Background: an optimization exercise with open tools, aiming at small area and a short achievable clock period. Do not read the settings as production practice. RTL that was checked went through simulation tests only; none was proved equivalent to the original. Only the layout flow was run in runs 4 and 5; the RTL was not checked for function there. Power is estimated from default activity; no workload was simulated.

`flow/design.v`:
```
module sfs (
    input  wire        clk,
    input  wire        rst,         
    input  wire        clr,         
    input  wire        in_valid,
    input  wire [7:0]  in_data,
    output wire        in_ready,
    output wire        res_valid,
    output wire [1:0]  res_kind,    
    output wire [31:0] res_idx,
    output wire [15:0] res_x,
    output wire [15:0] res_y,
    output wire [15:0] res_z,
    output wire [31:0] res_ax,
    output wire [31:0] res_ay,
    output wire [31:0] res_az,
    output wire [31:0] res_loss,
    input  wire        cfg_we,
    input  wire [2:0]  cfg_addr,
    input  wire [31:0] cfg_wdata,
    output reg  [31:0] cfg_rdata
);
    localparam [7:0]  SYNC_VALUE  = 8'h53;
    localparam [15:0] SCALE_RESET = 16'd16;
    localparam [2:0] REG_SCALE      = 3'd0;
    localparam [2:0] REG_STATUS     = 3'd1;
    localparam [2:0] REG_SAMPLE_IDX = 3'd2;
    localparam [2:0] REG_LOSS_RUN   = 3'd3;
    localparam [2:0] REG_LOSS_TOTAL = 3'd4;
    reg [2:0]  pos;           
    reg [7:0]  buf0, buf1, buf2, buf3, buf4;    
    reg [31:0] idx;           
    reg        idx_wrap;      
    reg [31:0] loss_run;      
    reg [31:0] loss_total;    
    reg [15:0] scale_num;     
    assign in_ready = ~(rst | clr);
    wire accept  = in_valid & ~rst & ~clr;
    wire at_sync = (pos == 3'd0);
    wire is_sync = (in_data == SYNC_VALUE);
    wire at_emit = (pos == 3'd6);
    wire op_sync = accept & at_sync &  is_sync;
    wire op_lost = accept & at_sync & ~is_sync;
    wire op_data = accept & (pos >= 3'd1) & (pos <= 3'd5);
    wire op_emit = accept & at_emit;
    function [31:0] chain;
        input [31:0] c;
        integer i;
        reg [32:0] t;
        begin
            t[0] = 1'b1;
            for (i = 0; i < 32; i = i + 1)
                if (i % 4 == 3) t[i+1] = t[i-3] & (&c[i -: 4]);
                else            t[i+1] = t[i] & c[i];
            chain = t[31:0];
        end
    endfunction
    wire [31:0] idx_t        = chain(idx);
    wire [31:0] loss_run_t   = chain(loss_run);
    wire [31:0] loss_total_t = chain(loss_total);
    wire loss_run_go   = op_lost & ~(&loss_run);
    wire loss_total_go = op_lost & ~(&loss_total);
    wire [31:0] rd_data;
    sfs_rd5 #(.W(4)) u_rd0 (.addr(cfg_addr), .rst(rst),
        .v0(scale_num[3:0]), .v1({idx_wrap, pos}), .v2(idx[3:0]),
        .v3(loss_run[3:0]), .v4(loss_total[3:0]), .y(rd_data[3:0]));
    sfs_rd4 #(.W(6)) u_rd1 (.addr(cfg_addr), .rst(rst),
        .v0(scale_num[9:4]), .v2(idx[9:4]),
        .v3(loss_run[9:4]), .v4(loss_total[9:4]), .y(rd_data[9:4]));
    sfs_rd4 #(.W(6)) u_rd2 (.addr(cfg_addr), .rst(rst),
        .v0(scale_num[15:10]), .v2(idx[15:10]),
        .v3(loss_run[15:10]), .v4(loss_total[15:10]), .y(rd_data[15:10]));
    sfs_rd3 #(.W(8)) u_rd3 (.addr(cfg_addr), .rst(rst),
        .v2(idx[23:16]), .v3(loss_run[23:16]), .v4(loss_total[23:16]), .y(rd_data[23:16]));
    sfs_rd3 #(.W(8)) u_rd4 (.addr(cfg_addr), .rst(rst),
        .v2(idx[31:24]), .v3(loss_run[31:24]), .v4(loss_total[31:24]), .y(rd_data[31:24]));
    always @(*) cfg_rdata = rd_data;
    wire run_clear = rst | clr;
    always @(posedge clk) begin
        idx        <= (idx ^ (idx_t & {32{op_emit}})) & {32{~run_clear}};
        idx_wrap   <= (idx_wrap | (op_emit & (&idx))) & ~run_clear;
        loss_run   <= (loss_run ^ (loss_run_t & {32{loss_run_go}})) & {32{~(run_clear | op_emit)}};
        loss_total <= (loss_total ^ (loss_total_t & {32{loss_total_go}})) & {32{~run_clear}};
    end
    always @(posedge clk) begin
        if (rst) begin
            pos        <= 3'd0;
            scale_num  <= SCALE_RESET;
        end else begin
            if (clr) begin
                pos        <= 3'd0;
            end else begin
                if (op_sync)
                    pos <= 3'd1;
                if (op_data)
                    pos <= pos + 3'd1;
                if (op_emit)
                    pos <= 3'd0;
            end
            if (cfg_we && cfg_addr == REG_SCALE)
                scale_num <= cfg_wdata[15:0];
        end
    end
    reg [7:0]  d5;            
    reg [15:0] s_hold;        
    always @(posedge clk) begin
        if (pos == 3'd1) buf0 <= in_data;
        if (pos == 3'd2) buf1 <= in_data;
        if (pos == 3'd3) buf2 <= in_data;
        if (pos == 3'd4) buf3 <= in_data;
        if (pos == 3'd5) buf4 <= in_data;
        if (at_emit) begin
            d5     <= in_data;
            s_hold <= scale_num;
        end
    end
    reg [2:0] k1, k2, k3, k4, k5, k6;
    wire [2:0] k0 = op_emit ? 3'b110 :
                    op_lost ? 3'b101 :
                    accept  ? 3'b100 :
                    (clr & ~rst) ? 3'b010 : 3'b000;
    always @(posedge clk) begin
        if (rst) begin
            k1 <= 3'd0; k2 <= 3'd0; k3 <= 3'd0;
            k4 <= 3'd0; k5 <= 3'd0; k6 <= 3'd0;
        end else begin
            k1 <= k0; k2 <= k1; k3 <= k2;
            k4 <= k3; k5 <= k4; k6 <= k5;
        end
    end
    wire st1 = k1[2] & k1[1];
    wire st2 = k2[2] & k2[1];
    wire st3 = k3[2] & k3[1];
    wire st4 = k4[2] & k4[1];
    wire st5 = k5[2] & k5[1];
    wire        hi     = st1 | st3 | st5;
    wire [7:0]  m_b    = st1 ? buf1 : st2 ? buf2 : st3 ? buf3 :
                         st4 ? buf4 : st5 ? d5 : buf0;
    wire        m_prev = (st1 & buf0[7]) | (st3 & buf2[7]) | (st5 & buf4[7]);
    wire [15:0] m_s    = (st1 | st2 | st3 | st4 | st5) ? s_hold : scale_num;
    reg  [23:0] q;                     
    wire [15:0] m_a    = q[23:8] & {16{hi}};
    wire [23:0] m_o;
    sfs_mac u_mac (.b(m_b), .prev(m_prev), .s(m_s), .a(m_a), .o(m_o));
    reg [7:0]  ax_lo, ay_lo, az_lo;
    reg [23:0] ax_hi, ay_hi;
    reg [7:0]  x0_keep, x1_keep, y0_keep, y1_keep;    
    always @(posedge clk) begin
        q <= m_o;
        if (st1) begin
            ax_lo   <= q[7:0];
            x0_keep <= buf0;
            x1_keep <= buf1;
            y0_keep <= buf2;
            y1_keep <= buf3;
        end
        if (st2) ax_hi <= q;
        if (st3) ay_lo <= q[7:0];
        if (st4) ay_hi <= q;
        if (st5) az_lo <= q[7:0];
    end
    reg [31:0] r;
    wire [31:0] r_t   = chain(r);
    wire        r_sat = &r;
    wire [31:0] r_inc = (r ^ r_t) | {32{r_sat}};
    always @(posedge clk) begin
        if (rst)
            r <= 32'd0;
        else if (op_emit)
            r <= idx;
        else
            r <= (r ^ (r_t & {32{k6[0] & ~r_sat}})) & {32{~k6[1]}};
    end
    assign res_valid = k6[2] & ~rst;
    assign res_kind  = k6[1:0];
    assign res_idx   = r;
    assign res_loss  = r_inc;
    assign res_x     = {x1_keep, x0_keep};
    assign res_y     = {y1_keep, y0_keep};
    assign res_z     = {d5, buf4};
    assign res_ax    = {ax_hi, ax_lo};
    assign res_ay    = {ay_hi, ay_lo};
    assign res_az    = {q, az_lo};
endmodule
module sfs_rd5 #(parameter W = 4) (
    input  wire [2:0]   addr,
    input  wire         rst,
    input  wire [W-1:0] v0, v1, v2, v3, v4,
    output wire [W-1:0] y
);
    wire s0 = ~rst & (addr == 3'd0);
    wire s1 = ~rst & (addr == 3'd1);
    wire s2 = ~rst & (addr == 3'd2);
    wire s3 = ~rst & (addr == 3'd3);
    wire s4 = ~rst & (addr == 3'd4);
    assign y = (v0 & {W{s0}}) | (v1 & {W{s1}}) | (v2 & {W{s2}}) |
               (v3 & {W{s3}}) | (v4 & {W{s4}});
endmodule
module sfs_rd4 #(parameter W = 6) (
    input  wire [2:0]   addr,
    input  wire         rst,
    input  wire [W-1:0] v0, v2, v3, v4,
    output wire [W-1:0] y
);
    wire s0 = ~rst & (addr == 3'd0);
    wire s2 = ~rst & (addr == 3'd2);
    wire s3 = ~rst & (addr == 3'd3);
    wire s4 = ~rst & (addr == 3'd4);
    assign y = (v0 & {W{s0}}) | (v2 & {W{s2}}) | (v3 & {W{s3}}) | (v4 & {W{s4}});
endmodule
module sfs_rd3 #(parameter W = 8) (
    input  wire [2:0]   addr,
    input  wire         rst,
    input  wire [W-1:0] v2, v3, v4,
    output wire [W-1:0] y
);
    wire s2 = ~rst & (addr == 3'd2);
    wire s3 = ~rst & (addr == 3'd3);
    wire s4 = ~rst & (addr == 3'd4);
    assign y = (v2 & {W{s2}}) | (v3 & {W{s3}}) | (v4 & {W{s4}});
endmodule
module sfs_mac (
    input  wire [7:0]  b,
    input  wire        prev,
    input  wire [15:0] s,
    input  wire [15:0] a,
    output wire [23:0] o
);
    wire [8:0] bw = {b, prev};
    wire one0 = bw[1] ^ bw[0];
    wire two0 = (bw[2] & ~bw[1] & ~bw[0]) | (~bw[2] & bw[1] & bw[0]);
    wire neg0 = bw[2];
    wire t0 = (one0 & s[0]) ^ neg0;
    wire t1;
    sfs_bsel u_t1 (.one(one0), .two(two0), .neg(neg0), .s1(s[1]), .s0(s[0]), .y(t1));
    wire t2;
    sfs_bsel u_t2 (.one(one0), .two(two0), .neg(neg0), .s1(s[2]), .s0(s[1]), .y(t2));
    wire t3;
    sfs_bsel u_t3 (.one(one0), .two(two0), .neg(neg0), .s1(s[3]), .s0(s[2]), .y(t3));
    wire t4;
    sfs_bsel u_t4 (.one(one0), .two(two0), .neg(neg0), .s1(s[4]), .s0(s[3]), .y(t4));
    wire t5;
    sfs_bsel u_t5 (.one(one0), .two(two0), .neg(neg0), .s1(s[5]), .s0(s[4]), .y(t5));
    wire t6;
    sfs_bsel u_t6 (.one(one0), .two(two0), .neg(neg0), .s1(s[6]), .s0(s[5]), .y(t6));
    wire t7;
    sfs_bsel u_t7 (.one(one0), .two(two0), .neg(neg0), .s1(s[7]), .s0(s[6]), .y(t7));
    wire t8;
    sfs_bsel u_t8 (.one(one0), .two(two0), .neg(neg0), .s1(s[8]), .s0(s[7]), .y(t8));
    wire t9;
    sfs_bsel u_t9 (.one(one0), .two(two0), .neg(neg0), .s1(s[9]), .s0(s[8]), .y(t9));
    wire t10;
    sfs_bsel u_t10 (.one(one0), .two(two0), .neg(neg0), .s1(s[10]), .s0(s[9]), .y(t10));
    wire t11;
    sfs_bsel u_t11 (.one(one0), .two(two0), .neg(neg0), .s1(s[11]), .s0(s[10]), .y(t11));
    wire t12;
    sfs_bsel u_t12 (.one(one0), .two(two0), .neg(neg0), .s1(s[12]), .s0(s[11]), .y(t12));
    wire t13;
    sfs_bsel u_t13 (.one(one0), .two(two0), .neg(neg0), .s1(s[13]), .s0(s[12]), .y(t13));
    wire t14;
    sfs_bsel u_t14 (.one(one0), .two(two0), .neg(neg0), .s1(s[14]), .s0(s[13]), .y(t14));
    wire t15;
    sfs_bsel u_t15 (.one(one0), .two(two0), .neg(neg0), .s1(s[15]), .s0(s[14]), .y(t15));
    wire t16 = (two0 & s[15]) ^ neg0;
    wire t17 = ~neg0;
    wire one1 = bw[3] ^ bw[2];
    wire two1 = (bw[4] & ~bw[3] & ~bw[2]) | (~bw[4] & bw[3] & bw[2]);
    wire neg1 = bw[4];
    wire t18 = (one1 & s[0]) ^ neg1;
    wire t19;
    sfs_bsel u_t19 (.one(one1), .two(two1), .neg(neg1), .s1(s[1]), .s0(s[0]), .y(t19));
    wire t20;
    sfs_bsel u_t20 (.one(one1), .two(two1), .neg(neg1), .s1(s[2]), .s0(s[1]), .y(t20));
    wire t21;
    sfs_bsel u_t21 (.one(one1), .two(two1), .neg(neg1), .s1(s[3]), .s0(s[2]), .y(t21));
    wire t22;
    sfs_bsel u_t22 (.one(one1), .two(two1), .neg(neg1), .s1(s[4]), .s0(s[3]), .y(t22));
    wire t23;
    sfs_bsel u_t23 (.one(one1), .two(two1), .neg(neg1), .s1(s[5]), .s0(s[4]), .y(t23));
    wire t24;
    sfs_bsel u_t24 (.one(one1), .two(two1), .neg(neg1), .s1(s[6]), .s0(s[5]), .y(t24));
    wire t25;
    sfs_bsel u_t25 (.one(one1), .two(two1), .neg(neg1), .s1(s[7]), .s0(s[6]), .y(t25));
    wire t26;
    sfs_bsel u_t26 (.one(one1), .two(two1), .neg(neg1), .s1(s[8]), .s0(s[7]), .y(t26));
    wire t27;
    sfs_bsel u_t27 (.one(one1), .two(two1), .neg(neg1), .s1(s[9]), .s0(s[8]), .y(t27));
    wire t28;
    sfs_bsel u_t28 (.one(one1), .two(two1), .neg(neg1), .s1(s[10]), .s0(s[9]), .y(t28));
    wire t29;
    sfs_bsel u_t29 (.one(one1), .two(two1), .neg(neg1), .s1(s[11]), .s0(s[10]), .y(t29));
    wire t30;
    sfs_bsel u_t30 (.one(one1), .two(two1), .neg(neg1), .s1(s[12]), .s0(s[11]), .y(t30));
    wire t31;
    sfs_bsel u_t31 (.one(one1), .two(two1), .neg(neg1), .s1(s[13]), .s0(s[12]), .y(t31));
    wire t32;
    sfs_bsel u_t32 (.one(one1), .two(two1), .neg(neg1), .s1(s[14]), .s0(s[13]), .y(t32));
    wire t33;
    sfs_bsel u_t33 (.one(one1), .two(two1), .neg(neg1), .s1(s[15]), .s0(s[14]), .y(t33));
    wire t34 = (two1 & s[15]) ^ neg1;
    wire t35 = ~neg1;
    wire one2 = bw[5] ^ bw[4];
    wire two2 = (bw[6] & ~bw[5] & ~bw[4]) | (~bw[6] & bw[5] & bw[4]);
    wire neg2 = bw[6];
    wire t36 = (one2 & s[0]) ^ neg2;
    wire t37;
    sfs_bsel u_t37 (.one(one2), .two(two2), .neg(neg2), .s1(s[1]), .s0(s[0]), .y(t37));
    wire t38;
    sfs_bsel u_t38 (.one(one2), .two(two2), .neg(neg2), .s1(s[2]), .s0(s[1]), .y(t38));
    wire t39;
    sfs_bsel u_t39 (.one(one2), .two(two2), .neg(neg2), .s1(s[3]), .s0(s[2]), .y(t39));
    wire t40;
    sfs_bsel u_t40 (.one(one2), .two(two2), .neg(neg2), .s1(s[4]), .s0(s[3]), .y(t40));
    wire t41;
    sfs_bsel u_t41 (.one(one2), .two(two2), .neg(neg2), .s1(s[5]), .s0(s[4]), .y(t41));
    wire t42;
    sfs_bsel u_t42 (.one(one2), .two(two2), .neg(neg2), .s1(s[6]), .s0(s[5]), .y(t42));
    wire t43;
    sfs_bsel u_t43 (.one(one2), .two(two2), .neg(neg2), .s1(s[7]), .s0(s[6]), .y(t43));
    wire t44;
    sfs_bsel u_t44 (.one(one2), .two(two2), .neg(neg2), .s1(s[8]), .s0(s[7]), .y(t44));
    wire t45;
    sfs_bsel u_t45 (.one(one2), .two(two2), .neg(neg2), .s1(s[9]), .s0(s[8]), .y(t45));
    wire t46;
    sfs_bsel u_t46 (.one(one2), .two(two2), .neg(neg2), .s1(s[10]), .s0(s[9]), .y(t46));
    wire t47;
    sfs_bsel u_t47 (.one(one2), .two(two2), .neg(neg2), .s1(s[11]), .s0(s[10]), .y(t47));
    wire t48;
    sfs_bsel u_t48 (.one(one2), .two(two2), .neg(neg2), .s1(s[12]), .s0(s[11]), .y(t48));
    wire t49;
    sfs_bsel u_t49 (.one(one2), .two(two2), .neg(neg2), .s1(s[13]), .s0(s[12]), .y(t49));
    wire t50;
    sfs_bsel u_t50 (.one(one2), .two(two2), .neg(neg2), .s1(s[14]), .s0(s[13]), .y(t50));
    wire t51;
    sfs_bsel u_t51 (.one(one2), .two(two2), .neg(neg2), .s1(s[15]), .s0(s[14]), .y(t51));
    wire t52 = (two2 & s[15]) ^ neg2;
    wire t53 = ~neg2;
    wire one3 = bw[7] ^ bw[6];
    wire two3 = (bw[8] & ~bw[7] & ~bw[6]) | (~bw[8] & bw[7] & bw[6]);
    wire neg3 = bw[8];
    wire t54 = (one3 & s[0]) ^ neg3;
    wire t55;
    sfs_bsel u_t55 (.one(one3), .two(two3), .neg(neg3), .s1(s[1]), .s0(s[0]), .y(t55));
    wire t56;
    sfs_bsel u_t56 (.one(one3), .two(two3), .neg(neg3), .s1(s[2]), .s0(s[1]), .y(t56));
    wire t57;
    sfs_bsel u_t57 (.one(one3), .two(two3), .neg(neg3), .s1(s[3]), .s0(s[2]), .y(t57));
    wire t58;
    sfs_bsel u_t58 (.one(one3), .two(two3), .neg(neg3), .s1(s[4]), .s0(s[3]), .y(t58));
    wire t59;
    sfs_bsel u_t59 (.one(one3), .two(two3), .neg(neg3), .s1(s[5]), .s0(s[4]), .y(t59));
    wire t60;
    sfs_bsel u_t60 (.one(one3), .two(two3), .neg(neg3), .s1(s[6]), .s0(s[5]), .y(t60));
    wire t61;
    sfs_bsel u_t61 (.one(one3), .two(two3), .neg(neg3), .s1(s[7]), .s0(s[6]), .y(t61));
    wire t62;
    sfs_bsel u_t62 (.one(one3), .two(two3), .neg(neg3), .s1(s[8]), .s0(s[7]), .y(t62));
    wire t63;
    sfs_bsel u_t63 (.one(one3), .two(two3), .neg(neg3), .s1(s[9]), .s0(s[8]), .y(t63));
    wire t64;
    sfs_bsel u_t64 (.one(one3), .two(two3), .neg(neg3), .s1(s[10]), .s0(s[9]), .y(t64));
    wire t65;
    sfs_bsel u_t65 (.one(one3), .two(two3), .neg(neg3), .s1(s[11]), .s0(s[10]), .y(t65));
    wire t66;
    sfs_bsel u_t66 (.one(one3), .two(two3), .neg(neg3), .s1(s[12]), .s0(s[11]), .y(t66));
    wire t67;
    sfs_bsel u_t67 (.one(one3), .two(two3), .neg(neg3), .s1(s[13]), .s0(s[12]), .y(t67));
    wire t68;
    sfs_bsel u_t68 (.one(one3), .two(two3), .neg(neg3), .s1(s[14]), .s0(s[13]), .y(t68));
    wire t69;
    sfs_bsel u_t69 (.one(one3), .two(two3), .neg(neg3), .s1(s[15]), .s0(s[14]), .y(t69));
    wire t70 = (two3 & s[15]) ^ neg3;
    wire t71 = ~neg3;
    wire t72 = ~a[15];
    wire t73, t74;
    sfs_ha u_t73 (.a(t4), .b(t20), .s(t73), .co(t74));
    wire t75, t76;
    sfs_ha u_t75 (.a(t5), .b(t21), .s(t75), .co(t76));
    wire t77, t78;
    sfs_fa u_t77 (.a(t6), .b(t22), .c(t38), .s(t77), .co(t78));
    wire t79, t80;
    sfs_ha u_t79 (.a(t54), .b(neg3), .s(t79), .co(t80));
    wire t81, t82;
    sfs_fa u_t81 (.a(t7), .b(t23), .c(t39), .s(t81), .co(t82));
    wire t83, t84;
    sfs_ha u_t83 (.a(t55), .b(a[7]), .s(t83), .co(t84));
    wire t85, t86;
    sfs_fa u_t85 (.a(t8), .b(t24), .c(t40), .s(t85), .co(t86));
    wire t87, t88;
    sfs_ha u_t87 (.a(t56), .b(a[8]), .s(t87), .co(t88));
    wire t89, t90;
    sfs_fa u_t89 (.a(t9), .b(t25), .c(t41), .s(t89), .co(t90));
    wire t91, t92;
    sfs_ha u_t91 (.a(t57), .b(a[9]), .s(t91), .co(t92));
    wire t93, t94;
    sfs_fa u_t93 (.a(t10), .b(t26), .c(t42), .s(t93), .co(t94));
    wire t95, t96;
    sfs_ha u_t95 (.a(t58), .b(a[10]), .s(t95), .co(t96));
    wire t97, t98;
    sfs_fa u_t97 (.a(t11), .b(t27), .c(t43), .s(t97), .co(t98));
    wire t99, t100;
    sfs_ha u_t99 (.a(t59), .b(a[11]), .s(t99), .co(t100));
    wire t101, t102;
    sfs_fa u_t101 (.a(t12), .b(t28), .c(t44), .s(t101), .co(t102));
    wire t103, t104;
    sfs_ha u_t103 (.a(t60), .b(a[12]), .s(t103), .co(t104));
    wire t105, t106;
    sfs_fa u_t105 (.a(t13), .b(t29), .c(t45), .s(t105), .co(t106));
    wire t107, t108;
    sfs_ha u_t107 (.a(t61), .b(a[13]), .s(t107), .co(t108));
    wire t109, t110;
    sfs_fa u_t109 (.a(t14), .b(t30), .c(t46), .s(t109), .co(t110));
    wire t111, t112;
    sfs_ha u_t111 (.a(t62), .b(a[14]), .s(t111), .co(t112));
    wire t113, t114;
    sfs_fa u_t113 (.a(t15), .b(t31), .c(t47), .s(t113), .co(t114));
    wire t115, t116;
    sfs_fa u_t115 (.a(t63), .b(t72), .c(1'b1), .s(t115), .co(t116));
    wire t117, t118;
    sfs_fa u_t117 (.a(t16), .b(t32), .c(t48), .s(t117), .co(t118));
    wire t119, t120;
    sfs_ha u_t119 (.a(t64), .b(1'b1), .s(t119), .co(t120));
    wire t121, t122;
    sfs_fa u_t121 (.a(t17), .b(t33), .c(t49), .s(t121), .co(t122));
    wire t123, t124;
    sfs_ha u_t123 (.a(t34), .b(t50), .s(t123), .co(t124));
    wire t125, t126;
    sfs_ha u_t125 (.a(t2), .b(t18), .s(t125), .co(t126));
    wire t127, t128;
    sfs_ha u_t127 (.a(t3), .b(t19), .s(t127), .co(t128));
    wire t129, t130;
    sfs_fa u_t129 (.a(t73), .b(t36), .c(neg2), .s(t129), .co(t130));
    wire t131, t132;
    sfs_fa u_t131 (.a(t74), .b(t75), .c(t37), .s(t131), .co(t132));
    wire t133, t134;
    sfs_fa u_t133 (.a(t76), .b(t77), .c(t79), .s(t133), .co(t134));
    wire t135, t136;
    sfs_fa u_t135 (.a(t78), .b(t80), .c(t81), .s(t135), .co(t136));
    wire t137, t138;
    sfs_fa u_t137 (.a(t82), .b(t84), .c(t85), .s(t137), .co(t138));
    wire t139, t140;
    sfs_fa u_t139 (.a(t86), .b(t88), .c(t89), .s(t139), .co(t140));
    wire t141, t142;
    sfs_fa u_t141 (.a(t90), .b(t92), .c(t93), .s(t141), .co(t142));
    wire t143, t144;
    sfs_fa u_t143 (.a(t94), .b(t96), .c(t97), .s(t143), .co(t144));
    wire t145, t146;
    sfs_fa u_t145 (.a(t98), .b(t100), .c(t101), .s(t145), .co(t146));
    wire t147, t148;
    sfs_fa u_t147 (.a(t102), .b(t104), .c(t105), .s(t147), .co(t148));
    wire t149, t150;
    sfs_fa u_t149 (.a(t106), .b(t108), .c(t109), .s(t149), .co(t150));
    wire t151, t152;
    sfs_fa u_t151 (.a(t110), .b(t112), .c(t113), .s(t151), .co(t152));
    wire t153, t154;
    sfs_fa u_t153 (.a(t114), .b(t116), .c(t117), .s(t153), .co(t154));
    wire t155, t156;
    sfs_fa u_t155 (.a(t118), .b(t120), .c(t121), .s(t155), .co(t156));
    wire t157, t158;
    sfs_fa u_t157 (.a(t122), .b(t123), .c(t66), .s(t157), .co(t158));
    wire t159, t160;
    sfs_fa u_t159 (.a(t124), .b(t35), .c(t51), .s(t159), .co(t160));
    wire t161, t162;
    sfs_ha u_t161 (.a(t52), .b(t68), .s(t161), .co(t162));
    wire t163, t164;
    sfs_ha u_t163 (.a(t0), .b(neg0), .s(t163), .co(t164));
    wire t165, t166;
    sfs_ha u_t165 (.a(t1), .b(a[1]), .s(t165), .co(t166));
    wire t167, t168;
    sfs_fa u_t167 (.a(t125), .b(neg1), .c(a[2]), .s(t167), .co(t168));
    wire t169, t170;
    sfs_fa u_t169 (.a(t126), .b(t127), .c(a[3]), .s(t169), .co(t170));
    wire t171, t172;
    sfs_fa u_t171 (.a(t128), .b(t129), .c(a[4]), .s(t171), .co(t172));
    wire t173, t174;
    sfs_fa u_t173 (.a(t130), .b(t131), .c(a[5]), .s(t173), .co(t174));
    wire t175, t176;
    sfs_fa u_t175 (.a(t132), .b(t133), .c(a[6]), .s(t175), .co(t176));
    wire t177, t178;
    sfs_fa u_t177 (.a(t134), .b(t135), .c(t83), .s(t177), .co(t178));
    wire t179, t180;
    sfs_fa u_t179 (.a(t136), .b(t137), .c(t87), .s(t179), .co(t180));
    wire t181, t182;
    sfs_fa u_t181 (.a(t138), .b(t139), .c(t91), .s(t181), .co(t182));
    wire t183, t184;
    sfs_fa u_t183 (.a(t140), .b(t141), .c(t95), .s(t183), .co(t184));
    wire t185, t186;
    sfs_fa u_t185 (.a(t142), .b(t143), .c(t99), .s(t185), .co(t186));
    wire t187, t188;
    sfs_fa u_t187 (.a(t144), .b(t145), .c(t103), .s(t187), .co(t188));
    wire t189, t190;
    sfs_fa u_t189 (.a(t146), .b(t147), .c(t107), .s(t189), .co(t190));
    wire t191, t192;
    sfs_fa u_t191 (.a(t148), .b(t149), .c(t111), .s(t191), .co(t192));
    wire t193, t194;
    sfs_fa u_t193 (.a(t150), .b(t151), .c(t115), .s(t193), .co(t194));
    wire t195, t196;
    sfs_fa u_t195 (.a(t152), .b(t153), .c(t119), .s(t195), .co(t196));
    wire t197, t198;
    sfs_fa u_t197 (.a(t154), .b(t155), .c(t65), .s(t197), .co(t198));
    wire t199, t200;
    sfs_fa u_t199 (.a(t156), .b(t157), .c(1'b1), .s(t199), .co(t200));
    wire t201, t202;
    sfs_fa u_t201 (.a(t158), .b(t159), .c(t67), .s(t201), .co(t202));
    wire t203, t204;
    sfs_fa u_t203 (.a(t160), .b(t161), .c(1'b1), .s(t203), .co(t204));
    wire t205, t206;
    sfs_fa u_t205 (.a(t162), .b(t53), .c(t69), .s(t205), .co(t206));
    wire t207, t208;
    sfs_ha u_t207 (.a(t70), .b(1'b1), .s(t207), .co(t208));
    wire [23:0] r0 = {t208, t206, t204, t202, t200, t198, t196, t194, t192, t190, t188, t186, t184, t182, t180, t178, t176, t174, t172, t170, t168, t166, t164, t163};
    wire [23:0] r1 = {t71, t207, t205, t203, t201, t199, t197, t195, t193, t191, t189, t187, t185, t183, t181, t179, t177, t175, t173, t171, t169, t167, t165, a[0]};
    assign o = r0 + r1;
endmodule
module sfs_bsel (input wire one, input wire two, input wire neg, input wire s1, input wire s0, output wire y);
    assign y = ((one & s1) | (two & s0)) ^ neg;
endmodule
module sfs_fa (input wire a, input wire b, input wire c, output wire s, output wire co);
    assign s  = a ^ b ^ c;
    assign co = (a & b) | (a & c) | (b & c);
endmodule
module sfs_ha (input wire a, input wire b, output wire s, output wire co);
    assign s  = a ^ b;
    assign co = a & b;
endmodule
```
`flow/constraint.sdc`:
```
create_clock -name core_clock -period 12.0 [get_ports {clk}]
set_input_delay 2.4000 -clock core_clock [delete_from_list [all_inputs] [get_ports {clk}]]
set_output_delay 2.4000 -clock core_clock [all_outputs]
set_load 0.01 [all_outputs]
```
`flow/flow/run.sh`:
```
#!/bin/bash
# Layout flow: the standard ORFS flow (standard.sh, standard synthesis
# unchanged), with these changes to how the layout is made:
#  - the port buffers that buffer_ports adds are the smallest buffer cell
#    (every input and output still gets its own buffer);
#  - clock tree synthesis inserts no dummy loads.
# make's full output goes to standard.log in the folder this runs in; ORFS
# writes each step's own log under orfs/logs.
set -euo pipefail
bash standard.sh \
    "BUFFER_PORTS_ARGS=-buffer_cell sky130_fd_sc_hd__buf_1" \
    SETUP_SLACK_MARGIN=6 \
    "CTS_ARGS=-sink_clustering_enable -repair_clock_nets -dont_use_dummy_load -sink_clustering_size 16 -buf_list sky130_fd_sc_hd__clkbuf_4" \
    finish > standard.log 2>&1
```
`flow/config.mk`:
```
export PLATFORM = sky130hd
export DESIGN_NAME = sfs
export DESIGN_NICKNAME = sfs
export VERILOG_FILES = /design/flow/design.v
export SDC_FILE = /design/flow/constraint.sdc
export NUM_CORES = 4
export LEC_CHECK = 0
export CAP_MARGIN = 20
export CORE_MARGIN = 2
export CORE_UTILIZATION = 72
export CTS_BUF_LIST = sky130_fd_sc_hd__clkbuf_4
export CTS_CLUSTER_SIZE = 16
export PLACE_DENSITY = 0.8
export SETUP_SLACK_MARGIN = 5
export SLEW_MARGIN = 20
export SYNTH_HIERARCHICAL = 1
export SYNTH_MINIMUM_KEEP_SIZE = 0
```
`flow/standard.sh`:
```
#!/bin/bash
# synth_recipe.tcl (not shown) runs the flow's synth.tcl, then flattens the netlist and writes it again
# the make line also repeats each setting of config.mk as NAME=value (left out here)
make -C /OpenROAD-flow-scripts/flow DESIGN_CONFIG=/design/flow/config.mk WORK_HOME=/design/flow/orfs CLKGATE_MAP_FILE= SYNTH_SCRIPT=/design/flow/synth_recipe.tcl "${@:-finish}"
```
==> results of run 1 <==
[cells in the mapped netlist (all sizes together) (16+ instances only)]
cell type and n:
o21ai 72, nor4 20, mux2 19, nor2 94, buf 31, or3 30, o2bb2ai 17, nand4 36
and4 16, fa 50, a21oi 113, edfxtp 168, a211oi 24, xor2 30, nor3 26, xnor2 138
clkbuf 49, nor2b 41, nand3 40, o22ai 21, dfxtp 190, mux2i 62, a22oi 62, ha 74
inv 40, nand2 163, nand2b 33
[per-layer routing]
layer / share of wire [%] / routed length [um]
met5: 0 / 0
met4: 4.1 / 2077
met1: 38 / 19050
met2: 51 / 25970
met3: 7.1 / 3626
[modules after synthesis, one instance, submodules excluded, a selection]
module	cell area [um2]	cells
sfs_fa	20.02	1
sfs_ha	12.51	1
sfs	14310	1262
sfs_bsel	21.27	2
sfs_mac	1525	221
[metrics by stage]
| step | util, % | instance area (um2) | instances |
|---|---|---|---|
| floorplan | - | 19630 | 1790 |
| CTS | 81.45 | 21770 | 2451 |
| detailed placement | 77.97 | 20840 | 2346 |
| finish | 83.60 | 22340 | 2491 |
| global placement | 77.97 | 20840 | 2346 |
| global route | 83.60 | 22340 | 2491 |
[sequential cells by signal, indices dropped and copies added (netlist names), 16 cells and up]
name and count:
loss_run 32, loss_total 32, ay_hi 24, s_hold 16
r 32, ax_hi 24, q 24, idx 32
scale_num 16
[how the worst max path moves through the flow]
stage,start,slack (ns),endpoint
3_3_place_gp,k1[2]$_SDFF_PP0_,5.04,q[23]$_DFF_P_
6_report,cfg_addr[2],5.99,cfg_rdata[3]
5_1_grt,k1[2]$_SDFF_PP0_,5.91,q[23]$_DFF_P_
4_1_cts,k5[1]$_SDFF_PP0_,5.99,q[23]$_DFF_P_
2_1_floorplan,k5[2]$_SDFF_PP0_,6.00,q[23]$_DFF_P_
3_5_place_dp,k1[2]$_SDFF_PP0_,4.91,q[23]$_DFF_P_
[power groups by stage]
stage	logic [W]	registers [W]	clock network, W
after floorplan	0.000348	0.00142	0
after CTS	0.000486	0.00139	0.000753
final	0.000516	0.00139	0.000747
after global placement	0.000462	0.00142	0
after global routing	0.000565	0.00140	0.000813
after detailed placement	0.000478	0.00142	0
[timing repair]
item | CTS | global route
setup endpoints to repair | 84 | 66
gates cloned | 2 | 4
setup buffers | 16 | 34
hold endpoints to repair | 0 | 0
resized for setup | 30 | 46
pin swaps | 5 | 11
[layout make-up]
class / count / area [um2]
Fill cell: 1561 / 4383
Timing Repair Buffer: 349 / 1833
Sequential cell: 358 / 8848
Tap cell: 341 / 426.7
Clock buffer: 87 / 653.1
Multi-Input combinational cell: 1313 / 10420
Antenna cell: 1 / 2.502
Inverter: 40 / 153.9
Timing Repair inverter: 2 / 10.01
[critical path, cell delays in order]
cell      delay, ns
clkbuf_2       0.18
buf_12         0.18
mux2_2         0.35
nand2_1        0.11
o211ai_1       0.17
buf_2          0.19
[kinds of logic (layout without fill, tap and decap cells)]
logic type	Yosys count	after routing	share of synthesized area, %
AND/OR/NAND/NOR	557	557	15.30
AO/OA/AOI/OAI	377	378	14.48
flip-flops	358	358	45.51
XOR/XNOR	168	168	7.568
adder cells (fa/ha/maj)	124	124	9.910
buffers and inverters	120	478	2.928
multiplexers	81	81	4.292
other	1	6	0.01929
==> flow_summary.toml, run 1 <==
[synthesis]
synthArstFlopShare_pct = 0
synth-edff-count = 168
yosysTopAreaCell = "edfxtp_1"
ys_seq_area_share_pct = 45.51
synth-seq-cells = 358
ys_top_cells_by_area = "edfxtp_1 26%, dfxtp_1 20%, xnor2_1 6.2%"
synth_area_um2 = 19440
synth_cell_types = 86
synth_cells = 1786
yosys_warnings = 7
ys.flop_type = "dfxtp_1"
yosys.area.top_type_share_pct = 25.95
synth_area_per_cell_um2 = 10.89

[die]
die_w_um = 168.3
start_util_pct = 72.75
die_h_um = 168.3
rows = 60
core_um2 = 26730
pin_count = 292
die_area_um2 = 28340

[global_routing]
grt_util_met3_pct = 5.430
grt_start_max_net_pins = 62
grt_usage_pct = 33.53
antenna_found_initial = 1
met2_usage_pct = 59.44
grt_pass1_wl_mm = 76.18
grt_pass1_vias = 15010
grt_remaining_overflow = 0
grt_util_met1_pct = 40.51
grt.busiest_layer = "met2"

[pwr]
pwr-share-clk_pct = 28.1
power.static_leakage_nw = 7.840
seqPwrFrac_pct = 52.5
power_switching_w = 0.0007632
power_density_nw_per_um2 = 118.9
p_comb_share_pct = 19.4
power_w = 0.002656
p_sw_share_pct = 28.73
internal_power_w = 0.001893
ir_worst_vdd_mv = 0.06820

[layout]
drive_above_1_share_pct = 16.57
final_common_cell = "buf_1"
nNetsFinal = 2323
final_cell_mix = "259 x buf_1, 190 x dfxtp_1, 168 x edfxtp_1"
area_growth_pct = 14.91

[critical_path]
crit_path_start_kind = "input pin"
worstSetupEndpointType = "output port"
r2r_cells = 19
r2r_start = "k1[2]$_SDFF_PP0_"
crit_fanout = 14
crit_type = "in -> out"
r2r-end = "q[23]$_DFF_P_"
regToRegSetupSlack_ns = 6.12
crit_arrival_ns = 3.61
required_ns = 9.60

[placed_design]
pre_cts_slack_ns = 4.909
hpwlAfterDp_mm = 34.10
port_buffers = 275
gp_congestion = 0.9419

[clock_tree]
cts_hold_buf = 0
numClockSinks = 358
cts_max_path_buffers = 3
cts_made_buffers = 87
cts_tree = "done"
clk_pin_slew_worst_paths_ns = 0.06
clk_latency_ns = 0.76
cts-root-buf = "clkbuf_4"
cts_max_level = 3

[detailed_routing]
drtPass1Iterations = 6
drc = 0
finalWirelength_mm = 50.73
ant_nets = 0
viasPerCell = 6.358
first_iter_violations = 1377
routedWlPerCell_um = 20.36
route.vias.total = 15840

[run]
max-cap-violations = 0

[sta]
fmax_ghz = 0.1665
finalHoldViolCount = 0
layout_setup_ws_ns = 5.993
setup_viol = 0
tightest_slew_ns = 1.034
tns_ns = 0
fin_crit_sh_pct = 50.06
fin_crit_ns = 6.007
slew_violations = 0
hold-worst-slack_ns = 0.3907
relSlewSlack_pct = 31.10
finClkSkew_ns = 0.1255
rsz0062_at_grt = "yes"

[min_path]
holdPathStages = 0
hp-class = "reg -> reg"
min_from = "buf3[4]$_DFFE_PN_"
holdPathEnd = "y1_keep[4]$_DFFE_PP_"

[status]
status = "complete, no violations"
==> run 2: changes to the inputs <==
--- a/flow/config.mk
+++ b/flow/config.mk
@@ -7,10 +7,10 @@
 export LEC_CHECK = 0
 export CAP_MARGIN = 20
 export CORE_MARGIN = 2
-export CORE_UTILIZATION = 72
+export CORE_UTILIZATION = 80
 export CTS_BUF_LIST = sky130_fd_sc_hd__clkbuf_4
 export CTS_CLUSTER_SIZE = 16
-export PLACE_DENSITY = 0.8
+export PLACE_DENSITY = 0.88
 export SETUP_SLACK_MARGIN = 5
 export SLEW_MARGIN = 20
 export SYNTH_HIERARCHICAL = 1
==> flow_summary.toml, run 2 <==
[placed_design]
port_buffers = 275
hpwlAfterDp_mm = 35.61
gp_congestion = 0.9356
pre_cts_slack_ns = 4.902
dp.cells = 2330

[die]
die_w_um = 159.9
die_h_um = 159.9
start_util_pct = 80.66
rows = 57
pin_count = 292

[synthesis]
synth-edff-count = 168
synth_area_per_cell_um2 = 10.89
ys_top_cells_by_area = "edfxtp_1 26%, dfxtp_1 20%, xnor2_1 6.2%"
yosys_warnings = 7
synthArstFlopShare_pct = 0
synth_cell_types = 86
yosysTopAreaCell = "edfxtp_1"
yosys.area.top_type_share_pct = 25.95
synth-seq-cells = 358
ys_seq_area_share_pct = 45.51
synth_area_um2 = 19440
synth.most_common_cell = "dfxtp_1"
ys.flop_type = "dfxtp_1"
synth_cells = 1786
yosys-top-cells-count = "190 x dfxtp_1, 168 x edfxtp_1, 162 x nand2_1"

[clock_tree]
numClockSinks = 358
cts_made_buffers = 85
cts_max_path_buffers = 3
cts_max_level = 3
cts-root-buf = "clkbuf_4"
cts_hold_buf = 0

[global_routing]
grt_remaining_overflow = 61
antenna_found_initial = 14
grt_start_max_net_pins = 63
grt_usage_pct = 79.94

[sta]
crit_endpoint = "q[23]$_DFF_P_/D"
endpoint_type = "sequential cell input"

[status]
stop_stage = "5_1_grt"
first-error = "[ERROR GRT-0232] Routing congestion too high. Check the congestion heatmap in the GUI."
status = "did not finish"
## run 2: cell counts after synthesis
Identical to the previous run, type by type.
## run 2: through the flow
step	util, %	cell area [um2]	hold slack [ns]
after floorplan	-	19630	0.4138
after global placement	86.39	20820	0.4189
after detailed placement	86.39	20820	0.4226
after CTS	90.61	21840	0.4253
## run 2: power groups by stage
stage / Combinational (W) / Sequential [W] / Clock, W
2_1_floorplan: 0.000348 / 0.00142 / 0
3_3_place_gp: 0.000459 / 0.00141 / 0
3_5_place_dp: 0.000489 / 0.00142 / 0
4_1_cts: 0.000523 / 0.00140 / 0.000757
## run 2: cell families after synthesis
group / count (synthesis) / synth area share (%)
other: 1 / 0.01929
buffers and inverters: 120 / 2.928
adders and majority gates: 124 / 9.910
DFF: 358 / 45.51
and+or+nand+nor: 557 / 15.30
muxes: 81 / 4.292
AOI/OAI and AO/OA: 377 / 14.48
xor gates and xnor gates: 168 / 7.568
## run 2: per-module statistics from Yosys, one instance, submodules excluded, excerpt
module,times used,flip-flops and latches
sfs_mac,1,0
sfs_ha,19,0
sfs_bsel,60,0
sfs,1,358
sfs_fa,49,0
## run 2: how the worst max path moves through the flow
| stage | start | to | slack (ns) | depth (start not counted) |
|---|---|---|---|---|
| global placement | k1[2]$_SDFF_PP0_ | q[23]$_DFF_P_ | 5.12 | 17 |
| floorplan | k5[2]$_SDFF_PP0_ | q[23]$_DFF_P_ | 6.00 | 21 |
| detailed placement | k1[2]$_SDFF_PP0_ | q[23]$_DFF_P_ | 4.90 | 17 |
| CTS | k5[2]$_SDFF_PP0_ | q[23]$_DFF_P_ | 5.93 | 23 |
## run 2: per-layer routing
layer	GRT overflow	track usage, %
met1	0	78.58
met2	26	94.08
met3	3	68.29
met4	32	79.65
met5	0	44.70
## run 2: what timing repair did
item,4_1_cts
setup endpoints to repair,52
pin swaps,5
resized for setup,34
gates cloned,2
setup buffers,27
==> run 3: changes to the inputs <==
--- a/flow/config.mk
+++ b/flow/config.mk
@@ -7,10 +7,10 @@
 export LEC_CHECK = 0
 export CAP_MARGIN = 20
 export CORE_MARGIN = 2
-export CORE_UTILIZATION = 80
+export CORE_UTILIZATION = 65
 export CTS_BUF_LIST = sky130_fd_sc_hd__clkbuf_4
 export CTS_CLUSTER_SIZE = 16
-export PLACE_DENSITY = 0.88
+export PLACE_DENSITY = 0.75
 export SETUP_SLACK_MARGIN = 5
 export SLEW_MARGIN = 20
 export SYNTH_HIERARCHICAL = 1
==> flow_summary.toml, run 3 <==
[synthesis]
ys_seq_area_share_pct = 45.51
yosys.area.top_type_share_pct = 25.95
synth_cells = 1786
synth_area_um2 = 19440
yosysTopAreaCell = "edfxtp_1"
synth_area_per_cell_um2 = 10.89
yosys_warnings = 7
ys_top_cells_by_area = "edfxtp_1 26%, dfxtp_1 20%, xnor2_1 6.2%"
synthArstFlopShare_pct = 0
synth-seq-cells = 358
yosys-top-cells-count = "190 x dfxtp_1, 168 x edfxtp_1, 162 x nand2_1"
ys.flop_type = "dfxtp_1"
synth-edff-count = 168
synth_cell_types = 86
synth.most_common_cell = "dfxtp_1"

[global_routing]
grt_start_max_net_pins = 62
grt_pass1_wl_mm = 74.02
grt_pass1_vias = 14390
grt_remaining_overflow = 0
grt_usage_pct = 29.71
antenna_found_initial = 2

[critical_path]
slowest_stage = "or3b_4"
worstSetupEndpointType = "output port"
required_ns = 9.60
crit_arrival_ns = 3.61
slowest_delay_ns = 0.44
crit_chain = "clkbuf_2 > clkbuf_16 > or3b_4 > o2bb2ai_1 > buf_1"
crit_type = "in -> out"
crit_path_start_kind = "input pin"
r2r_cells = 23
crit_family = "buffers and inverters"
crit_fanout = 13
cp_num_cells = 5
critPathBufInv = 3

[sta]
setup_viol = 0
fin_crit_ns = 6.008
fmax_ghz = 0.1664
tightest_slew_ns = 1.092
tns_ns = 0
fin_crit_sh_pct = 50.07
finalHoldViolCount = 0
layout_setup_ws_ns = 5.992
finClkSkew_ns = 0.1266
relSlewSlack_pct = 26.91
rsz0062_at_grt = "yes"
slew_violations = 0

[clock_tree]
cts_tree = "done"
clk_latency_ns = 0.74
cts_max_path_buffers = 3
cts-root-buf = "clkbuf_4"
numClockSinks = 358
cts_made_buffers = 90
clk_pin_slew_worst_paths_ns = 0.06
cts_max_level = 3

[placed_design]
hpwlAfterDp_mm = 33.82
gp_congestion = 0.9244
pre_cts_slack_ns = 4.954
port_buffers = 275

[die]
die_w_um = 177.0
pin_count = 292
core_um2 = 29560
die_area_um2 = 31310
rows = 63
die_h_um = 177.0
start_util_pct = 65.78

[layout]
final_cell_mix = "261 x buf_1, 190 x dfxtp_1, 168 x edfxtp_1"
nNetsFinal = 2330
drive_above_1_share_pct = 16.70
area_growth_pct = 15.17
final_common_cell = "buf_1"

[pwr]
ir_worst_vdd_mv = 0.06551
power_density_nw_per_um2 = 118.9
power.static_leakage_nw = 7.848

[detailed_routing]
drc = 0
ant_nets = 0
first_iter_violations = 1143
routedWlPerCell_um = 19.42
viasPerCell = 6.053
route.vias.total = 15420
finalWirelength_mm = 49.45
drtPass1Iterations = 6

[status]
status = "complete, no violations"

[min_path]
hp-class = "reg -> reg"
holdPathStages = 1

[run]
max-cap-violations = 0
[run 3: cell counts after synthesis]
Identical to the previous run, type by type.
[run 3: area by class of cell]
class | instances | area [um2]
flip-flops and latches | 358 | 8848
inverters | 40 | 153.9
repair buffers | 352 | 1818
well taps | 390 | 488.0
clock buffers | 90 | 675.6
repair inverters | 2 | 10.01
fillers | 2097 | 7166
diodes | 1 | 2.502
multi-input cells | 1314 | 10400
[run 3: kinds of logic (layout without fill, tap and decap cells)]
kind of cell,after synthesis,count (layout),share of synthesized area [%]
other,1,6,0.01929
flip-flops,358,358,45.51
multiplexers,81,81,4.292
AND/OR/NAND/NOR,557,558,15.30
AO/OA/AOI/OAI,377,378,14.48
buffers and inverters,120,484,2.928
adder cells (fa/ha/maj),124,124,9.910
XOR/XNOR,168,168,7.568
[run 3: what timing repair did]
action	4_1_cts	5_1_grt
endpoints found under the setup margin	83	67
resized for setup	24	44
pin swaps	4	15
gates cloned	2	4
hold buffers	0	0
buffers inserted	11	44
[run 3: power breakdown]
group | switching (W) | internal, W | leakage, nW
Combinational | 0.000293 | 0.000216 | 4.37
Sequential | 0.0000474 | 0.00135 | 3.07
Clock | 0.000419 | 0.000339 | 0.414
Total | 0.000760 | 0.00190 | 7.85
[run 3: through the flow]
| step | utilization (%) | hold slack [ns] | total power, W | cell area, um2 | std cells |
|---|---|---|---|---|---|
| after detailed placement | 70.70 | 0.4253 | 0.001899 | 20900 | 2395 |
| after global routing | 75.76 | 0.4004 | 0.002794 | 22390 | 2547 |
| after global placement | 70.70 | 0.4255 | 0.001881 | 20900 | 2395 |
| final | 75.76 | 0.4128 | 0.002662 | 22390 | 2547 |
| after CTS | 73.71 | 0.3760 | 0.002659 | 21790 | 2498 |
| after floorplan | - | 0.4138 | 0.001769 | 19630 | 1790 |
[run 3: routing by layer]
layer	up-vias	track usage (%)	wire length [um]
met5	-	0	7
met4	2	12.64	1760
met3	130	4.961	3099
met2	626	51.18	24820
met1	7378	36.96	19760
li1	7280	-	-
[run 3: final timing paths]
| path | from | to | slack, ns |
|---|---|---|---|
| hold reg to reg | k2[0]$_SDFF_PP0_ | k3[0]$_SDFF_PP0_ | 0.41 |
| setup reg to reg | k5[1]$_SDFF_PP0_ | q[23]$_DFF_P_ | 6.16 |
| setup / recovery | cfg_addr[2] | cfg_rdata[22] | 5.99 |
| hold / removal | k2[0]$_SDFF_PP0_ | k3[0]$_SDFF_PP0_ | 0.41 |
[run 3: per-module statistics from Yosys, one instance, submodules excluded, excerpt]
module | times used | cell area, um2 | flip-flops and latches | cells
sfs_mac | 1 | 1525 | 0 | 221
sfs | 1 | 14310 | 358 | 1262
sfs_fa | 49 | 20.02 | 0 | 1
sfs_bsel | 60 | 21.27 | 0 | 2
sfs_ha | 19 | 12.51 | 0 | 1
==> run 4: changes to the inputs <==
--- a/flow/design.v
+++ b/flow/design.v
@@ -118,7 +118,7 @@
     wire [2:0] k0 = op_emit ? 3'b110 :
                     op_lost ? 3'b101 :
                     accept  ? 3'b100 :
-                    (clr & ~rst) ? 3'b010 : 3'b000;
+                    (clr & ~rst) ? 3'b001 : 3'b000;
     always @(posedge clk) begin
         if (rst) begin
             k1 <= 3'd0; k2 <= 3'd0; k3 <= 3'd0;
@@ -128,11 +128,11 @@
             k4 <= k3; k5 <= k4; k6 <= k5;
         end
     end
-    wire st1 = k1[2] & k1[1];
-    wire st2 = k2[2] & k2[1];
-    wire st3 = k3[2] & k3[1];
-    wire st4 = k4[2] & k4[1];
-    wire st5 = k5[2] & k5[1];
+    wire st1 = k1[1];
+    wire st2 = k2[1];
+    wire st3 = k3[1];
+    wire st4 = k4[1];
+    wire st5 = k5[1];
     wire        hi     = st1 | st3 | st5;
     wire [7:0]  m_b    = st1 ? buf1 : st2 ? buf2 : st3 ? buf3 :
                          st4 ? buf4 : st5 ? d5 : buf0;
@@ -163,13 +163,15 @@
     wire [31:0] r_t   = chain(r);
     wire        r_sat = &r;
     wire [31:0] r_inc = (r ^ r_t) | {32{r_sat}};
+    wire        r_zero = k6[1] | (~k6[2] & k6[0]);    
+    wire        r_step = k6[2] & k6[0] & ~r_sat;       
     always @(posedge clk) begin
         if (rst)
             r <= 32'd0;
-        else if (op_emit)
+        else if (at_emit)
             r <= idx;
         else
-            r <= (r ^ (r_t & {32{k6[0] & ~r_sat}})) & {32{~k6[1]}};
+            r <= (r ^ (r_t & {32{r_step}})) & {32{~r_zero}};
     end
     assign res_valid = k6[2] & ~rst;
     assign res_kind  = k6[1:0];
==> flow_summary.toml, run 4 <==
[clock_tree]
cts_tree = "done"
cts-root-buf = "clkbuf_4"
cts_hold_buf = 0
cts_max_path_buffers = 3
numClockSinks = 358
clk_pin_slew_worst_paths_ns = 0.06
cts_max_level = 3
cts_made_buffers = 88
clk_latency_ns = 0.76

[die]
start_util_pct = 65.96
die_area_um2 = 31400
pin_count = 292
die_w_um = 177.2
core_um2 = 29560
die_h_um = 177.2
rows = 63

[min_path]
holdPathStages = 1
hp-class = "reg -> reg"
min_from = "k1[0]$_SDFF_PP0_"
holdPathEnd = "k2[0]$_SDFF_PP0_"

[placed_design]
port_buffers = 275
hpwlAfterDp_mm = 33.73
gp_congestion = 0.8864
postPlaceCellArea_um2 = 20950

[critical_path]
crit_fanout = 27
startpoint = "cfg_addr[2]"
r2r-end = "q[22]$_DFF_P_"
slowest_delay_ns = 0.37
worstSetupEndpointType = "output port"
critPathBufInv = 3
r2r_start = "k5[1]$_SDFF_PP0_"
regToRegSetupSlack_ns = 6.19
crit_type = "in -> out"
slowest_stage = "mux2_2"
crit_arrival_ns = 3.59
crit_path_start_kind = "input pin"
r2r_cells = 23
required_ns = 9.60
crit_family = "buffers and inverters"
crit_chain = "buf_1 > buf_12 > mux2_2 > nand2_1 > o211ai_1 > buf_2"

[detailed_routing]
route.vias.total = 15530
finalWirelength_mm = 49.24
drtPass1Iterations = 7
routedWlPerCell_um = 19.44
viasPerCell = 6.129
first_iter_violations = 1152
ant_nets = 0
drc = 0

[layout]
nNetsFinal = 2312
final_area_um2 = 22370
final_common_cell = "buf_1"
final_cell_mix = "263 x buf_1, 185 x dfxtp_1, 168 x edfxtp_1"
drive_above_1_share_pct = 16.09
area_growth_pct = 14.73

[global_routing]
grt.busiest_layer = "met2"
grt_usage_pct = 29.94
grt_start_max_net_pins = 63
antenna_found_initial = 3
grt_util_met3_pct = 5.649
met2_usage_pct = 51.69
grt_pass1_vias = 14410
grt_pass1_wl_mm = 73.96
grt_util_met1_pct = 36.47
grt_remaining_overflow = 0

[synthesis]
synth_area_um2 = 19500
yosysTopAreaCell = "edfxtp_1"
synth-seq-cells = 358
synth_area_per_cell_um2 = 10.90
yosys_warnings = 7
ys_top_cells_by_area = "edfxtp_1 26%, dfxtp_1 20%, fa_1 5.1%"
synth_cells = 1788
yosys-top-cells-count = "190 x dfxtp_1, 168 x edfxtp_1, 125 x nand2_1"
ys.flop_type = "dfxtp_1"
synth_cell_types = 84
ys_seq_area_share_pct = 45.39
synthArstFlopShare_pct = 0
synth.most_common_cell = "dfxtp_1"
yosys.area.top_type_share_pct = 25.88
synth-edff-count = 168

[sta]
fmax_ghz = 0.1670
slew_violations = 0
tns_ns = 0
hold-worst-slack_ns = 0.4291
fin_crit_ns = 5.989
finClkSkew_ns = 0.09268
tightest_slew_ns = 0.9493
rsz0062_at_grt = "yes"
fin_crit_sh_pct = 49.91
relSlewSlack_pct = 36.13
setup_viol = 0
finalHoldViolCount = 0

[pwr]
p_sw_share_pct = 24.97
power_w = 0.002308
power.static_leakage_nw = 7.983
ir_worst_vdd_mv = 0.07033
p_comb_share_pct = 9.3
internal_power_w = 0.001731
power_density_nw_per_um2 = 103.2
seqPwrFrac_pct = 58.1
power_switching_w = 0.0005763
pwr-share-clk_pct = 32.6

[status]
status = "complete, no violations"

[run]
max-cap-violations = 0
run 4: how the worst max path moves through the flow:
| stage | slack, ns | cells after the start | to |
|---|---|---|---|
| 4_1_cts | 5.98 | 19 | q[23]$_DFF_P_ |
| 2_1_floorplan | 6.02 | 22 | q[23]$_DFF_P_ |
| 3_3_place_gp | 5.59 | 5 | in_ready |
| 3_5_place_dp | 5.53 | 19 | q[23]$_DFF_P_ |
| 6_report | 6.01 | 6 | cfg_rdata[3] |
| 5_1_grt | 5.95 | 20 | q[23]$_DFF_P_ |
run 4: final cells by class:
class,instances,area [um2]
diodes,5,12.51
clock buffers,88,660.6
fillers,2038,7192
inverters,67,256.5
multi-input cells,1284,10340
flip-flops and latches,358,8862
well taps,390,488.0
repair buffers,341,1749
run 4: metal layers:
layer / share of wire (%) / routed length, um / vias to the layer above
met5: 0 / 0 / -
met4: 3.4 / 1663 / 0
met3: 6.3 / 3095 / 125
met2: 50 / 24760 / 606
met1: 40 / 19720 / 7489
li1: - / - / 7305
run 4: per-module statistics from Yosys, one instance, submodules excluded, a selection:
module | flip-flops and latches | area [um2] | cells inside | copies in the design
sfs | 358 | 14370 | 1264 | 1
sfs_bsel | 0 | 21.27 | 2 | 60
sfs_fa | 0 | 20.02 | 1 | 49
sfs_ha | 0 | 12.51 | 1 | 19
sfs_mac | 0 | 1525 | 221 | 1
run 4: timing repair:
item | CTS | global route
resized for setup | 28 | 45
pin swaps | 2 | 16
endpoints found under the setup margin | 80 | 39
cloned | 0 | 3
buffers inserted | 4 | 37
run 4: stage by stage:
step / setup slack (ns) / util, % / cells
detailed placement: 5.528 / 70.89 / 2395
CTS: 5.982 / 73.67 / 2487
floorplan: 6.020 / - / 1792
global route: 5.952 / 75.66 / 2532
finish: 6.011 / 75.67 / 2533
global placement: 5.594 / 70.89 / 2395
run 4: kinds of logic (layout without fill, tap and decap cells):
logic type      Yosys count  after routing  share of synthesized area [%]
compound gates          383            384                          15.15
xor+xnor                128            128                          5.750
fa+ha+maj               124            124                          9.883
buf+inv                 151            496                          3.446
flops                   358            358                          45.39
mux                      94             94                          5.006
other cells               1             10                        0.01923
simple gates            549            549                          15.36
run 4: power groups by stage:
stage               Clock, W  Sequential [W]  Combinational (W)
floorplan                  0         0.00137           0.000143
global placement           0         0.00136           0.000201
detailed placement         0         0.00137           0.000206
CTS                 0.000770         0.00134           0.000208
global route        0.000827         0.00134           0.000235
finish              0.000752         0.00134           0.000216
==> run 5: changes to the inputs <==
--- a/flow/config.mk
+++ b/flow/config.mk
@@ -5,13 +5,13 @@
 export SDC_FILE = /design/flow/constraint.sdc
 export NUM_CORES = 4
 export LEC_CHECK = 0
-export CAP_MARGIN = 20
+export CAP_MARGIN = 10
 export CORE_MARGIN = 2
 export CORE_UTILIZATION = 65
 export CTS_BUF_LIST = sky130_fd_sc_hd__clkbuf_4
 export CTS_CLUSTER_SIZE = 16
 export PLACE_DENSITY = 0.75
 export SETUP_SLACK_MARGIN = 5
-export SLEW_MARGIN = 20
+export SLEW_MARGIN = 10
 export SYNTH_HIERARCHICAL = 1
 export SYNTH_MINIMUM_KEEP_SIZE = 0
==> flow_summary.toml, run 5 <==
[synthesis]
synth_compound_area_share_pct = 15.15
synthArstFlopShare_pct = 0
synth_top_family_by_area = "simple AND/OR/NAND/NOR gates"
synth-edff-count = 168
ys_seq_area_share_pct = 45.39
synth-xor-area-share_pct = 5.750
synth_cells = 1788
yosys-top-cells-count = "190 x dfxtp_1, 168 x edfxtp_1, 125 x nand2_1"
synth_area_per_cell_um2 = 10.90
synth_cell_types = 84
synthAdderAreaFrac_pct = 9.883
ys_top_cells_by_area = "edfxtp_1 26%, dfxtp_1 20%, fa_1 5.1%"
yosysTopAreaCell = "edfxtp_1"
synth-seq-cells = 358
yosys.area.top_type_share_pct = 25.88
yosys_warnings = 7
muxShareOfSynthArea_pct = 5.006
synth-simple-area-share_pct = 15.36
ys.flop_type = "dfxtp_1"
synth.most_common_cell = "dfxtp_1"
synth_area_um2 = 19500

[critical_path]
crit_path_start_kind = "input pin"
worstSetupEndpointType = "output port"
crit_fanout = 53
crit_chain = "clkbuf_2 > buf_12 > or3b_4 > o22ai_2 > buf_1"
slowest_stage = "or3b_4"
crit_type = "in -> out"
crit_family = "simple AND/OR/NAND/NOR gates"
slowest_delay_ns = 0.49
critPathBufInv = 3
required_ns = 9.60
crit_arrival_ns = 3.59

[sta]
fmax_ghz = 0.1669
relSlewSlack_pct = 25.30
finClkSkew_ns = 0.09595
setup_viol = 0
slew_violations = 0
rsz0062_at_grt = "yes"
tns_ns = 0
hold-worst-slack_ns = 0.4282
fin_crit_sh_pct = 49.92
fin_crit_ns = 5.991
finalHoldViolCount = 0
tightest_slew_ns = 1.105

[pwr]
power.static_leakage_nw = 7.914
power_switching_w = 0.0005749
seqPwrFrac_pct = 58.1
pwr-share-clk_pct = 32.6
p_comb_share_pct = 9.2
internal_power_w = 0.001730
ir_worst_vdd_mv = 0.06956
p_sw_share_pct = 24.94
power_density_nw_per_um2 = 103.5

[clock_tree]
cts-root-buf = "clkbuf_4"
clk_latency_ns = 0.75
cts_made_buffers = 88
cts_max_level = 3
numClockSinks = 358
clk_pin_slew_worst_paths_ns = 0.06
cts_max_path_buffers = 3
cts_tree = "done"

[die]
rows = 63
die_area_um2 = 31400
die_h_um = 177.2
die_w_um = 177.2
pin_count = 292
core_um2 = 29560
start_util_pct = 65.96

[layout]
drive_above_1_share_pct = 15.42
final_cell_mix = "269 x buf_1, 185 x dfxtp_1, 168 x edfxtp_1"
final_common_cell = "buf_1"
nNetsFinal = 2307
area_growth_pct = 14.25

[detailed_routing]
first_iter_violations = 1116
wl_met1_mm = 19.54
drtPass1Iterations = 8
routedWlPerCell_um = 19.37
route.top_layer_used = "met4"
dr_wl_met3_mm = 3.057
finalWirelength_mm = 48.96
wl_met2_mm = 24.63
ant_nets = 0
viasPerCell = 6.135
route.vias.total = 15510
drc = 0

[global_routing]
antenna_found_initial = 3
grt_remaining_overflow = 0
grt_start_max_net_pins = 63
grt_pass1_wl_mm = 73.96
grt_usage_pct = 29.94
grt_pass1_vias = 14410

[placed_design]
port_buffers = 275
hpwlAfterDp_mm = 33.73
gp_congestion = 0.8864

[min_path]
hp-class = "reg -> reg"

[status]
status = "complete, no violations"

[run]
max-cap-violations = 0
-- run 5: logic make-up after synthesis --
| family | after synthesis |
|---|---|
| muxes | 94 |
| DFF | 358 |
| adders and majority gates | 124 |
| xor gates and xnor gates | 128 |
| AOI/OAI and AO/OA | 383 |
| buffers and inverters | 151 |
| other | 1 |
| and+or+nand+nor | 549 |
-- run 5: routing by layer --
metal,up-vias,track usage (%)
met5,-,0
met4,0,13.33
met3,136,5.649
met2,639,51.69
met1,7431,36.47
li1,7303,-
-- run 5: per-module statistics from Yosys (local to each module, per instance), excerpt --
module / cells / flip-flops and latches
sfs: 1264 / 358
sfs_bsel: 2 / 0
sfs_fa: 1 / 0
sfs_ha: 1 / 0
sfs_mac: 221 / 0
-- run 5: power groups by stage --
| stage | Combinational [W] | Clock [W] | Sequential (W) |
|---|---|---|---|
| after floorplan | 0.000143 | 0 | 0.00137 |
| after global placement | 0.000201 | 0 | 0.00136 |
| after detailed placement | 0.000206 | 0 | 0.00137 |
| after CTS | 0.000208 | 0.000770 | 0.00134 |
| after global routing | 0.000233 | 0.000826 | 0.00134 |
| final | 0.000213 | 0.000752 | 0.00134 |
-- run 5: final timing paths --
| kind | startpoint | endpoint | slack (ns) | depth (start not counted) |
|---|---|---|---|---|
| max | rst | cfg_rdata[8] | 6.01 | 5 |
| max reg2reg | k5[1]$_SDFF_PP0_ | q[22]$_DFF_P_ | 6.19 | 23 |
| min | k1[0]$_SDFF_PP0_ | k2[0]$_SDFF_PP0_ | 0.43 | 1 |
| min reg2reg | k1[0]$_SDFF_PP0_ | k2[0]$_SDFF_PP0_ | 0.43 | 1 |
-- run 5: what timing repair did --
action / in CTS / in global routing
cloned: 0 / 2
endpoints found under the setup margin: 80 / 39
hold buffers: 0 / 0
buffers inserted: 4 / 34
pin swaps: 2 / 15
resized for setup: 28 / 33
-- run 5: cell type report --
class                      instances  area (um2)
inverter                          67       256.5
multi-input combinational       1284       10300
timing repair buffer             336        1689
antenna                            5       12.51
clock buffer                      88       660.6
tap                              390       488.0
sequential                       358        8862
fill                            2053        7286
-- run 5: through the flow --
step	std cells	total power (W)	instance area (um2)	util [%]	setup WS [ns]
after detailed placement	2395	0.001572	20950	70.89	5.528
after floorplan	1792	0.001508	19680	-	6.020
after global placement	2395	0.001564	20950	70.89	5.594
final	2528	0.002305	22270	75.35	6.009
after global routing	2527	0.002401	22270	75.34	5.952
after CTS	2487	0.002318	21780	73.67	5.982
-- run 5: worst reg2reg max path, stage by stage, from the launching register on --
cell and delay (ns):
dfxtp_1 0.35, buf_12 0.19, mux2i_1 0.22, o21ai_0 0.09, mux2_2 0.29, mux2i_1 0.22
o21ai_4 0.07, buf_4 0.27, inv_1 0.21, nand3_1 0.14, o21ai_4 0.10, buf_12 0.16
a22oi_2 0.08, xnor2_1 0.26, fa_1 0.49, fa_1 0.52, fa_1 0.42, ha_1 0.38
a21o_1 0.19, a21oi_1 0.19, o21ai_1 0.12, or2_1 0.33, a211oi_2 0.22, xnor2_1 0.13

[re-timing with driven ports]
The results above use ideal ports. As a check the final layouts listed here were re-extracted and re-timed, cells and wires unchanged.
Step 1 sets driving cells, clkbuf_16 on the clock port and buf_2 on the other inputs (assumed; they add their load-dependent delay and slew).
Step 2 adds t to the input delays and takes it off the output delays; t is the mean of the earliest and latest rising clock arrival at the registers after step 1. Input paths then give back, and output paths get back, about the clock's delay inside the block.
Slacks: ideal ports / drivers / drivers and shift; pairs: ideal ports / drivers.
| run | t (ns) | setup slack, ns | worst setup path after step 2 | worst register clock-pin slew, ns |
|---|---|---|---|---|
| run 1 | 0.743 | 5.993 / 5.967 / 5.967 | input to output | 0.08 / 0.08 |
| run 3 | 0.731 | 5.992 / 5.971 / 5.971 | input to output | 0.07 / 0.07 |
| run 4 | 0.763 | 6.011 / 5.983 / 5.983 | input to output | 0.07 / 0.07 |
| run 5 | 0.760 | 6.009 / 5.982 / 5.982 | input to output | 0.07 / 0.07 |
After both steps setup and hold are still met in every run listed. For run 4, which loses most, drivers alone change the setup slack by -0.028 ns; drivers and shift together by -0.028 ns.
